What follows belongs to an exercise in optimizing a design on an open flow for small area; a production flow would make more cautious choices.
Only simulation tests tie the RTL to the original design; equivalence was not proved.
Power figures rest on the tool's default switching activity, not on a simulated workload. The flow treats the clock pin as an ideal source, which a real chip does not have.

// hba_regfront
module hba_regfront (
    input  wire        clk,
    input  wire        rst_n,
    input  wire        msix_avail,    
    input  wire        req_valid,
    input  wire        req_write,
    input  wire [1:0]  req_win,       
    input  wire [3:0]  req_size,      
    input  wire [15:0] req_addr,
    input  wire [31:0] req_wdata,
    output wire        rsp_valid,
    output wire [31:0] rsp_rdata,
    output wire        irq_line,
    output wire        msix_notify,
    output wire        transport_reset,
    output wire        viol_valid,
    output wire [3:0]  viol_code
);
    localparam MSG_WORDS = 31;
    localparam [1:0] S_NONE = 2'd0, S_WRITE = 2'd1, S_READ = 2'd2;
    localparam [3:0] V_PV_WIDTH            = 4'd1;
    localparam [3:0] V_PV_KEY              = 4'd2;
    localparam [3:0] V_PV_DB_INDEX         = 4'd3;
    localparam [3:0] V_PV_DB_WRITE_IN_READ = 4'd4;
    localparam [3:0] V_UA_UNKNOWN_OFFSET   = 4'd5;
    localparam [3:0] V_UA_UNIMPLEMENTED    = 4'd6;
    localparam [3:0] V_UA_DIAG_WINDOW      = 4'd7;
    localparam [3:0] V_UA_DB_FUNCTION      = 4'd8;
    localparam [3:0] V_UA_WO_READ          = 4'd9;
    localparam [3:0] R_DB     = 4'd10;    
    localparam [3:0] R_DBDATA = 4'd11;    
    localparam [3:0] R_DIAG   = 4'd12;
    localparam [3:0] R_ISTS   = 4'd13;
    localparam [3:0] R_IMASK  = 4'd14;
    localparam [3:0] R_HCB    = 4'd15;
  ...
For scale: roughly 1100 flip-flops, ~100 I/O pins, ~35000 sq um of cells after synthesis.
Settings: LEC_CHECK=0, CAP_MARGIN=20, CORE_MARGIN=2, CORE_UTILIZATION=80, CTS_BUF_LIST=sky130_fd_sc_hd__clkbuf_8, CTS_CLUSTER_DIAMETER=40, CTS_CLUSTER_SIZE=14, PLACE_DENSITY=0.85, SLEW_MARGIN=20; clock period 10.0 ns.
run.sh (not shown) runs the stock make flow with config.mk's settings and CLKGATE_MAP_FILE= SYNTH_SCRIPT=/design/flow/synth_recipe.tcl, a recipe that flattens the netlist after the stock synthesis.
The baseline completed without violations.
Next try:
==> flow/flow/run.sh (new file) <==
#!/bin/bash
# The standard layout (standard.sh, with its unchanged synthesis), with two
# changes: the port buffers are the smallest buffer cell instead of the
# default clkdlybuf4s50_1, and clock tree synthesis clusters the registers
# into groups driven by clkbuf_8 without adding dummy loads.
set -euo pipefail
export BUFFER_PORTS_ARGS="-buffer_cell sky130_fd_sc_hd__buf_1"
export CTS_ARGS="-sink_clustering_enable -repair_clock_nets -dont_use_dummy_load -sink_clustering_size 19 -sink_clustering_max_diameter 55 -buf_list sky130_fd_sc_hd__clkbuf_8"
bash standard.sh finish > standard.log 2>&1
==> flow/standard.sh (new file) <==
#!/bin/bash
# synth_recipe.tcl (not shown) runs the flow's synth.tcl, then flattens the netlist and writes it again
# the make line also repeats each setting of config.mk as NAME=value (left out here)
make -C /OpenROAD-flow-scripts/flow DESIGN_CONFIG=/design/flow/config.mk WORK_HOME=/design/flow/orfs CLKGATE_MAP_FILE= SYNTH_SCRIPT=/design/flow/synth_recipe.tcl "${@:-finish}"
- CORE_UTILIZATION: 80 -> 70
- CTS_BUF_LIST: sky130_fd_sc_hd__clkbuf_8 -> not set
- CTS_CLUSTER_DIAMETER: 40 -> not set
- CTS_CLUSTER_SIZE: 14 -> not set
- GPL_ROUTABILITY_DRIVEN: not set -> 0
- GPL_TIMING_DRIVEN: not set -> 0
- PLACE_DENSITY: 0.85 -> 0.8
removed: flow/run.sh
Routed wire length went down by 19%.
Cell count went up by 1.4%.
Power went down by about 13%.
Design area went down by about 1.4%.
Worst setup slack gets worse by 0.88 ns.
Via count went down by about 6.6%.
Worst hold slack gets worse by 0.0095 ns.
Area after synthesis does not change.
Clock power went down by about 36%.
First-iteration DRC count went down by about 36%.
Utilization went down by 12 points.
Next try:
==> flow/flow/run.sh (replaced) <==
#!/bin/bash
# The standard layout (standard.sh, with its unchanged synthesis), with two
# changes: the port buffers are the smallest buffer cell instead of the
# default clkdlybuf4s50_1, and clock tree synthesis clusters the registers
# into groups driven by clkbuf_16 without adding dummy loads.
set -euo pipefail
export BUFFER_PORTS_ARGS="-buffer_cell sky130_fd_sc_hd__buf_1"
export CTS_ARGS="-sink_clustering_enable -repair_clock_nets -dont_use_dummy_load -sink_clustering_size 36 -sink_clustering_max_diameter 70 -buf_list sky130_fd_sc_hd__clkbuf_16"
bash standard.sh finish > standard.log 2>&1
- GPL_ROUTABILITY_DRIVEN: 0 -> not set
- GPL_TIMING_DRIVEN: 0 -> not set
The new run went through all stages and came out clean.
Register-to-register slack gains 0.72 ns.
Synthesized area stays the same.
Final area fell by 2.9%.
Total power goes up by 2.0%.
Hold slack barely changes.
Setup slack improved by 0.86 ns.
Clock skew rose by 0.017 ns.
Utilization came out lower by 2.2 points.
Count of clock-buffer cells in the layout shrinks by 27.
Synthesized cell count is unchanged.
Next try:
==> flow/flow/run.sh (replaced) <==
#!/bin/bash
# The standard layout (standard.sh, with its unchanged synthesis), with two
# changes: the port buffers are the smallest buffer cell instead of the
# default clkdlybuf4s50_1, and clock tree synthesis clusters the registers
# into groups driven by clkbuf_4, clkbuf_8 or clkbuf_16 without adding dummy loads.
set -euo pipefail
export BUFFER_PORTS_ARGS="-buffer_cell sky130_fd_sc_hd__buf_1"
export CTS_ARGS="-sink_clustering_enable -repair_clock_nets -dont_use_dummy_load -sink_clustering_size 19 -sink_clustering_max_diameter 55 -buf_list \"sky130_fd_sc_hd__clkbuf_4 sky130_fd_sc_hd__clkbuf_8 sky130_fd_sc_hd__clkbuf_16\""
bash standard.sh finish > standard.log 2>&1
Synthesized area is unchanged. Utilization climbs by 1.3 points. Register-to-register slack is better by 0.06 ns. Count of clock-buffer cells in the layout climbs by 27. Die area stays the same. Routed wire length goes up by 5.8%. Cell count went up by about 1.1%.


== north ==
The RTL this note starts from:
==> flow/design.v <==
module hba_echo_handler #(
    parameter LEN_W  = 5,
    parameter RLEN_W = 6
) (
    input  wire [LEN_W-1:0]  msg_len,
    output wire              has_reply,
    output wire [RLEN_W-1:0] reply_len
);
    assign has_reply = 1'b1;
    assign reply_len = {msg_len, 1'b0};
endmodule
module hba_regfront (
    input  wire        clk,
    input  wire        rst_n,
    input  wire        msix_avail,    
    input  wire        req_valid,
    input  wire        req_write,
    input  wire [1:0]  req_win,       
    input  wire [3:0]  req_size,      
    input  wire [15:0] req_addr,
    input  wire [31:0] req_wdata,
    output wire        rsp_valid,
    output wire [31:0] rsp_rdata,
    output wire        irq_line,
    output wire        msix_notify,
    output wire        transport_reset,
    output wire        viol_valid,
    output wire [3:0]  viol_code
);
    localparam MSG_WORDS = 31;
    localparam [1:0] S_NONE = 2'd0, S_WRITE = 2'd1, S_READ = 2'd2;
    localparam [3:0] V_PV_WIDTH            = 4'd1;
    localparam [3:0] V_PV_KEY              = 4'd2;
    localparam [3:0] V_PV_DB_INDEX         = 4'd3;
    localparam [3:0] V_PV_DB_WRITE_IN_READ = 4'd4;
    localparam [3:0] V_UA_UNKNOWN_OFFSET   = 4'd5;
    localparam [3:0] V_UA_UNIMPLEMENTED    = 4'd6;
    localparam [3:0] V_UA_DIAG_WINDOW      = 4'd7;
    localparam [3:0] V_UA_DB_FUNCTION      = 4'd8;
    localparam [3:0] V_UA_WO_READ          = 4'd9;
    localparam [3:0] R_DB     = 4'd10;    
    localparam [3:0] R_DBDATA = 4'd11;    
    localparam [3:0] R_DIAG   = 4'd12;
    localparam [3:0] R_ISTS   = 4'd13;
    localparam [3:0] R_IMASK  = 4'd14;
    localparam [3:0] R_HCB    = 4'd15;
    localparam [3:0] W_MSIX   = 4'd13;
    localparam [3:0] W_TRESET = 4'd14;
    reg        msix_inuse;
    reg        ist0;           
    reg [2:0]  imask;          
    reg [1:0]  dbstate;
    reg [4:0]  cap;            
    reg [5:0]  cnt;            
    reg [31:0] chain [0:MSG_WORDS-1];
    reg [2:0]  progress;       
    reg [31:0] hcbsize;
    reg        rv;
    reg [3:0]  ev;
    wire diag_we = (progress == 3'd6);
    wire bad_width = (req_size != 4'd4) || (req_addr[1:0] != 2'b00);
    wire in_diag   = req_win[1];
    wire io_range  = (req_win == 2'd1) && (req_addr[15:8] != 8'h00);
    wire hi_zero   = (req_addr[15:8] == 8'h00);
    wire a_db      = hi_zero && (req_addr[7:0] == 8'h00);
    wire a_wrseq   = hi_zero && (req_addr[7:0] == 8'h04);
    wire a_diag    = hi_zero && (req_addr[7:0] == 8'h08);
    wire a_ists    = hi_zero && (req_addr[7:0] == 8'h30);
    wire a_imask   = hi_zero && (req_addr[7:0] == 8'h34);
    wire a_hcb     = hi_zero && (req_addr[7:0] == 8'h74);
    wire a_any     = a_db || a_wrseq || a_diag || a_ists || a_imask || a_hcb;
    reg  is_unimpl;
    always @(*) begin
        case (req_addr[7:0])
            8'h38, 8'h3C, 8'h48, 8'h6C, 8'h78, 8'h7C,
            8'hB0, 8'hB4, 8'hB8, 8'hBC, 8'hC0, 8'hC4:
                is_unimpl = hi_zero;
            default:
                is_unimpl = 1'b0;
        endcase
    end
    wire [3:0] wr_key = req_wdata[3:0];
    wire       fn_mur = (req_wdata[31:24] == 8'h40);
    wire       fn_hs  = (req_wdata[31:24] == 8'h42);
    reg [3:0] exp_key;
    always @(*) begin
        case (progress)
            3'd0: exp_key = 4'hF;
            3'd1: exp_key = 4'h4;
            3'd2: exp_key = 4'hB;
            3'd3: exp_key = 4'h2;
            3'd4: exp_key = 4'h7;
            default: exp_key = 4'hD;
        endcase
    end
    wire [5:0] cnt_inc   = cnt + 6'd1;
    wire       cap_zero  = (cap == 5'd0);
    wire       last_word = (cnt_inc[4:0] == cap);
    wire       all_read  = (cnt == {cap, 1'b0});
    reg        n_ist0;
    reg [2:0]  n_imask;
    reg [1:0]  n_dbstate;
    reg [4:0]  n_cap;
    reg [5:0]  n_cnt;
    reg [2:0]  n_progress;
    reg [31:0] n_hcbsize;
    reg        do_append;
    reg        do_rshift;      
    reg        do_eval;
    reg        do_soft;
    reg [3:0]  n_ev;
    always @(*) begin
        n_ist0     = ist0;
        n_imask    = imask;
        n_dbstate  = dbstate;
        n_cap      = cap;
        n_cnt      = cnt;
        n_progress = progress;
        n_hcbsize  = hcbsize;
        do_append  = 1'b0;
        do_rshift  = 1'b0;
        do_eval    = 1'b0;
        do_soft    = 1'b0;
        n_ev       = 4'd0;
        if (req_valid) begin
            if (bad_width) begin
                n_ev = V_PV_WIDTH;
            end else if (in_diag) begin
                n_ev = V_UA_DIAG_WINDOW;
            end else if (!a_any || io_range) begin
                n_ev = (is_unimpl && !io_range) ? V_UA_UNIMPLEMENTED
                                                : V_UA_UNKNOWN_OFFSET;
            end else if (!req_write) begin
                if (a_db) begin
                    n_ev = R_DB;
                    if (dbstate == S_READ && !all_read) begin
                        n_ev      = R_DBDATA;
                        n_cnt     = cnt_inc;
                        do_rshift = !cnt[0] && (cnt != 6'd0);
                    end
                end else if (a_wrseq) begin
                    n_ev = V_UA_WO_READ;
                end else if (a_diag) begin
                    n_ev = R_DIAG;
                end else if (a_ists) begin
                    n_ev = R_ISTS;
                end else if (a_imask) begin
                    n_ev = R_IMASK;
                end else begin
                    n_ev = R_HCB;
                end
            end else begin
                if (a_db) begin
                    if (fn_mur) begin
                        do_soft = 1'b1;
                    end else begin
                        case (dbstate)
                            S_WRITE: begin
                                if (!cap_zero) begin
                                    do_append = 1'b1;
                                    n_cnt     = cnt_inc;
                                    if (last_word) begin
                                        n_cnt     = 6'd0;
                                        n_dbstate = S_READ;
                                        n_ist0    = 1'b1;
                                        do_eval   = 1'b1;
                                    end
                                end else begin
                                    n_ev      = V_PV_DB_INDEX;
                                    n_dbstate = S_NONE;
                                end
                            end
                            S_READ: begin
                                n_ev = V_PV_DB_WRITE_IN_READ;
                            end
                            default: begin
                                if (fn_hs) begin
                                    n_dbstate = S_WRITE;
                                    n_cap     = req_wdata[20:16];
                                    n_cnt     = 6'd0;
                                    n_ist0    = 1'b1;
                                    do_eval   = 1'b1;
                                end else begin
                                    n_ev = V_UA_DB_FUNCTION;
                                end
                            end
                        endcase
                    end
                end else if (a_wrseq) begin
                    if (wr_key == 4'h0) begin
                        n_progress = 3'd0;
                    end else if (!diag_we && wr_key == exp_key) begin
                        n_progress = progress + 3'd1;
                    end else begin
                        n_ev       = V_PV_KEY;
                        n_progress = 3'd0;
                    end
                end else if (a_diag) begin
                    if (diag_we && req_wdata[2]) begin
                        do_soft    = 1'b1;
                        n_progress = 3'd0;
                        n_hcbsize  = 32'h0001_0000;
                    end
                end else if (a_ists) begin
                    if (dbstate != S_READ) begin
                        n_ist0 = 1'b0;
                    end else if (all_read) begin
                        n_dbstate = S_NONE;
                        n_ist0    = 1'b0;
                    end
                    do_eval = 1'b1;
                end else if (a_imask) begin
                    n_imask = {req_wdata[30], req_wdata[3], req_wdata[0]};
                    do_eval = 1'b1;
                end else begin
                    n_hcbsize = req_wdata;
                end
                if (do_eval && msix_inuse && n_ist0 && !n_imask[0])
                    n_ev = W_MSIX;
            end
            if (do_soft) begin
                n_ist0    = 1'b0;
                n_dbstate = S_NONE;
                do_append = 1'b0;
                n_ev      = W_TRESET;
            end
        end
    end
    always @(posedge clk) begin
        if (!rst_n) begin
            msix_inuse <= msix_avail;
            ist0       <= 1'b0;
            imask      <= 3'b111;
            dbstate    <= S_NONE;
            progress   <= 3'd0;
            hcbsize    <= 32'h0001_0000;
            rv         <= 1'b0;
            ev         <= 4'd0;
        end else begin
            ist0       <= n_ist0;
            imask      <= n_imask;
            dbstate    <= n_dbstate;
            progress   <= n_progress;
            hcbsize    <= n_hcbsize;
            rv         <= req_valid && !req_write;
            ev         <= n_ev;
        end
    end
    always @(posedge clk) begin
        cap   <= n_cap;
        cnt   <= n_cnt;
    end
    wire       en15  = cap[4];
    wire       head1 = cap[4] ^ cap[0];           
    wire [2:0] rem   = (cap[4] | cap[0]) ? cap[3:1] : cap[3:1] - 3'd1;
    wire [31:0] s3 = en15   ? chain[16] : req_wdata;
    wire [31:0] s2 = rem[2] ? chain[8]  : s3;
    wire [31:0] s1 = rem[1] ? chain[4]  : s2;
    wire [31:0] s0 = rem[0] ? chain[2]  : s1;
    wire shift = rst_n && (do_append || do_rshift);
    integer k;
    always @(posedge clk) begin
        if (shift) begin
            for (k = 0; k < MSG_WORDS - 1; k = k + 1)
                chain[k] <= chain[k + 1];
            chain[30] <= req_wdata;
            chain[15] <= s3;
            chain[7]  <= s2;
            chain[3]  <= s1;
            chain[1]  <= s0;
        end
    end
    wire [31:0] rword = head1 ? chain[1] : chain[0];
    wire [15:0] rhalf = cnt[0] ? rword[15:0] : rword[31:16];
    wire r_db     = rv && (ev == R_DB);
    wire r_dbdata = rv && (ev == R_DBDATA);
    wire r_diag   = rv && (ev == R_DIAG);
    wire r_ists   = rv && (ev == R_ISTS);
    wire r_imask  = rv && (ev == R_IMASK);
    wire r_hcb    = rv && (ev == R_HCB);
    assign rsp_valid = rv;
    assign rsp_rdata =
          ({32{r_db}}     & ((dbstate == S_NONE) ? 32'h0000_0001 : 32'h0800_0000))
        | ({32{r_dbdata}} & {16'h0800, rhalf})
        | ({32{r_diag}}   & {24'd0, diag_we, 7'd0})
        | ({32{r_ists}}   & {31'd0, ist0})
        | ({32{r_imask}}  & {1'b0, imask[2], 26'd0, imask[1], 2'b00, imask[0]})
        | ({32{r_hcb}}    & hcbsize);
    assign irq_line        = !msix_inuse && ist0 && !imask[0];
    assign msix_notify     = !rv && (ev == W_MSIX);
    assign transport_reset = !rv && (ev == W_TRESET);
    assign viol_valid      = (ev != 4'd0) && (ev <= 4'd9);
    assign viol_code       = viol_valid ? ev : 4'd0;
endmodule
make LEC_CHECK=0 CAP_MARGIN=20 CORE_MARGIN=2 CORE_UTILIZATION=80 CTS_BUF_LIST='sky130_fd_sc_hd__clkbuf_8 sky130_fd_sc_hd__clkbuf_16' CTS_CLUSTER_DIAMETER=50 CTS_CLUSTER_SIZE=20 PLACE_DENSITY=0.85 SLEW_MARGIN=20 finish   # period 10.0 ns
Stock flow here: none of the scripts above is used.
north never completed; the flow aborted with a tool error in global routing.
The following lists how south was set up differently from north:
Settings: a deleted CTS_CLUSTER_DIAMETER that had been 50; a deleted CTS_CLUSTER_SIZE that had been 20; a change of PLACE_DENSITY from 0.85 to 0.8; a deleted CTS_BUF_LIST that had been sky130_fd_sc_hd__clkbuf_8 sky130_fd_sc_hd__clkbuf_16; a change of CORE_UTILIZATION from 80 to 70.
==> flow/flow/run.sh (new file) <==
#!/bin/bash
# The standard layout (standard.sh, with its unchanged synthesis), with two
# changes: the port buffers are the smallest buffer cell instead of the
# default clkdlybuf4s50_1, and clock tree synthesis clusters the registers
# into groups driven by clkbuf_16 without adding dummy loads.
set -euo pipefail
export BUFFER_PORTS_ARGS="-buffer_cell sky130_fd_sc_hd__buf_1"
export CTS_ARGS="-sink_clustering_enable -repair_clock_nets -dont_use_dummy_load -sink_clustering_size 28 -sink_clustering_max_diameter 60 -buf_list sky130_fd_sc_hd__clkbuf_16"
bash standard.sh finish > standard.log 2>&1
==> flow/standard.sh (new file) <==
#!/bin/bash
# synth_recipe.tcl (not shown) runs the flow's synth.tcl, then flattens the netlist and writes it again
# the make line also repeats each setting of config.mk as NAME=value (left out here)
make -C /OpenROAD-flow-scripts/flow DESIGN_CONFIG=/design/flow/config.mk WORK_HOME=/design/flow/orfs CLKGATE_MAP_FILE= SYNTH_SCRIPT=/design/flow/synth_recipe.tcl "${@:-finish}"
removed: flow/run.sh
## What came out
Summary of south over north: initial core utilization lower, hold buffer count at cts roughly the same. Cell row count (south over north): increase, about 6.5%. Fraction of the mapped netlist area in compound gates came out exactly the same in north and south. south: no failed stages, no open violations at the end. south vs. north: maximum level of the CTS H-tree decreased by 1 relative to the old numbers, die span in y increased by about 7% relative to the old numbers. Compared to north, south has x dimension of the die about 7% higher. Diff north..south | number of register bits inferred by synthesis | unchanged. Looking only at detailed placement HPWL, and setting everything else aside, the lower value of north and south goes to south. north and south ended up with nearly the same number of clock sinks.
What east does differently from south at the input level:
Settings: CORE_UTILIZATION now 75, was 70; PLACE_DENSITY now 0.85, was 0.8.
==> flow/flow/run.sh <==
#!/bin/bash
# The standard layout (standard.sh, with its unchanged synthesis), with two
# changes: the port buffers are the smallest buffer cell instead of the
# default clkdlybuf4s50_1, and clock tree synthesis clusters the registers
# into groups driven by clkbuf_8 without adding dummy loads.
set -euo pipefail
export BUFFER_PORTS_ARGS="-buffer_cell sky130_fd_sc_hd__buf_1"
export CTS_ARGS="-sink_clustering_enable -repair_clock_nets -dont_use_dummy_load -sink_clustering_size 19 -sink_clustering_max_diameter 55 -buf_list sky130_fd_sc_hd__clkbuf_8"
bash standard.sh finish > standard.log 2>&1
--- outcome ---
- In the reports for east and south, the smaller setup slack belongs to south.
- Of east and south, it is east that has the higher total CTS buffers.
- Of east and south, it is east that has the higher hold slack.
- Clock network fraction of design power in east is 3.6 points lower than in south
- Area growth from synthesis to layout delta for east relative to south: 1.1 points lower
- Area after detailed placement of south is on par with east.
- When east is set beside south, its top fanout value on the critical path turns out to be 54 smaller.
- Where wire length is concerned, south is better than east.
- Comparing east and south, the higher met2 track demand over resource in global routing was measured on east.
- Power sits lower in east than in south.
- east vs south, cell with the largest stage delay on the worst path: sky130_fd_sc_hd__buf_12 vs sky130_fd_sc_hd__a21oi_4
### east -> west
Settings: PLACE_DENSITY: 0.85 -> 0.8; CORE_UTILIZATION: 75 -> 70; SLEW_MARGIN: 20 -> 0; CAP_MARGIN: 20 -> 0.
west did not stop at any stage, and its layout met the timing, design-rule and antenna checks.
No stage failed in east, and the final checks on the layout all came back clean.
Diff west..east | clock latency at the later pin of the worst-skew pair | negligible
The run with more routed wire is east, not west.
Maximum vdd drop was lower in west than in east.
Between east and west, the post-layout total power does not differ in any meaningful way.
[inputs] middle vs west
Settings: changing CAP_MARGIN from 0 to 20; changing SLEW_MARGIN from 0 to 20.
diff --git a/flow/flow/run.sh b/flow/flow/run.sh
--- a/flow/flow/run.sh
+++ b/flow/flow/run.sh
@@ -6,4 +6,4 @@
 set -euo pipefail
 export BUFFER_PORTS_ARGS="-buffer_cell sky130_fd_sc_hd__buf_1"
-export CTS_ARGS="-sink_clustering_enable -repair_clock_nets -dont_use_dummy_load -sink_clustering_size 19 -sink_clustering_max_diameter 55 -buf_list sky130_fd_sc_hd__clkbuf_8"
+export CTS_ARGS="-sink_clustering_enable -repair_clock_nets -dont_use_dummy_load -sink_clustering_size 16 -sink_clustering_max_diameter 45 -buf_list sky130_fd_sc_hd__clkbuf_8"
 bash standard.sh finish > standard.log 2>&1
==> comparison <==
- Wire length delta (middle − west): unfavourable
- west was routed with fewer vias than middle.
- west → middle: length of routed wiring on met1 did not really move; wire length on met2 increased by 1.7% relative to the old numbers.

## re-timing with driven ports
No port has a modelled driver above. Below, the same layouts with a new extraction and two added sets of constraints.
Step 1 sets driving cells, clkbuf_16 on the clock port and buf_2 on the other inputs (assumed; they add their load-dependent delay and slew).
Step 2, shift: input delay + t, output delay - t, t = (earliest + latest rising clock arrival at the registers) / 2. This alone moves slack from input paths to output paths.
a / b / c = ideal / step 1 / step 2; a / b = the first two.
run | t, ns | setup slack, ns | hold slack, ns | latest minus earliest clock arrival (ns)
the first run of note 1 | 0.778 | 4.459 / 4.492 / 3.713 | 0.399 / 0.399 / 0.399 | 0.063 / 0.063
the second run of note 1 | 0.703 | 3.579 / 3.524 / 3.754 | 0.389 / 0.389 / 0.389 | 0.054 / 0.055
the third run of note 1 | 0.641 | 4.434 / 4.472 / 3.830 | 0.391 / 0.391 / 0.391 | 0.067 / 0.067
the fourth run of note 1 | 0.631 | 4.541 / 4.576 / 3.945 | 0.390 / 0.390 / 0.390 | 0.060 / 0.059
south | 0.651 | 4.531 / 4.565 / 3.914 | 0.360 / 0.360 / 0.360 | 0.083 / 0.083
east | 0.677 | 4.723 / 4.758 / 4.081 | 0.371 / 0.371 / 0.371 | 0.087 / 0.086
west | 0.693 | 4.640 / 4.674 / 3.981 | 0.380 / 0.380 / 0.380 | 0.083 / 0.082
middle | 0.726 | 4.646 / 4.680 / 3.955 | 0.349 / 0.349 / 0.349 | 0.124 / 0.125
After both steps setup and hold are still met in every run listed. The setup slack of the first run of note 1, which loses most, moves by +0.033 ns with the drivers and by -0.746 ns with both steps.
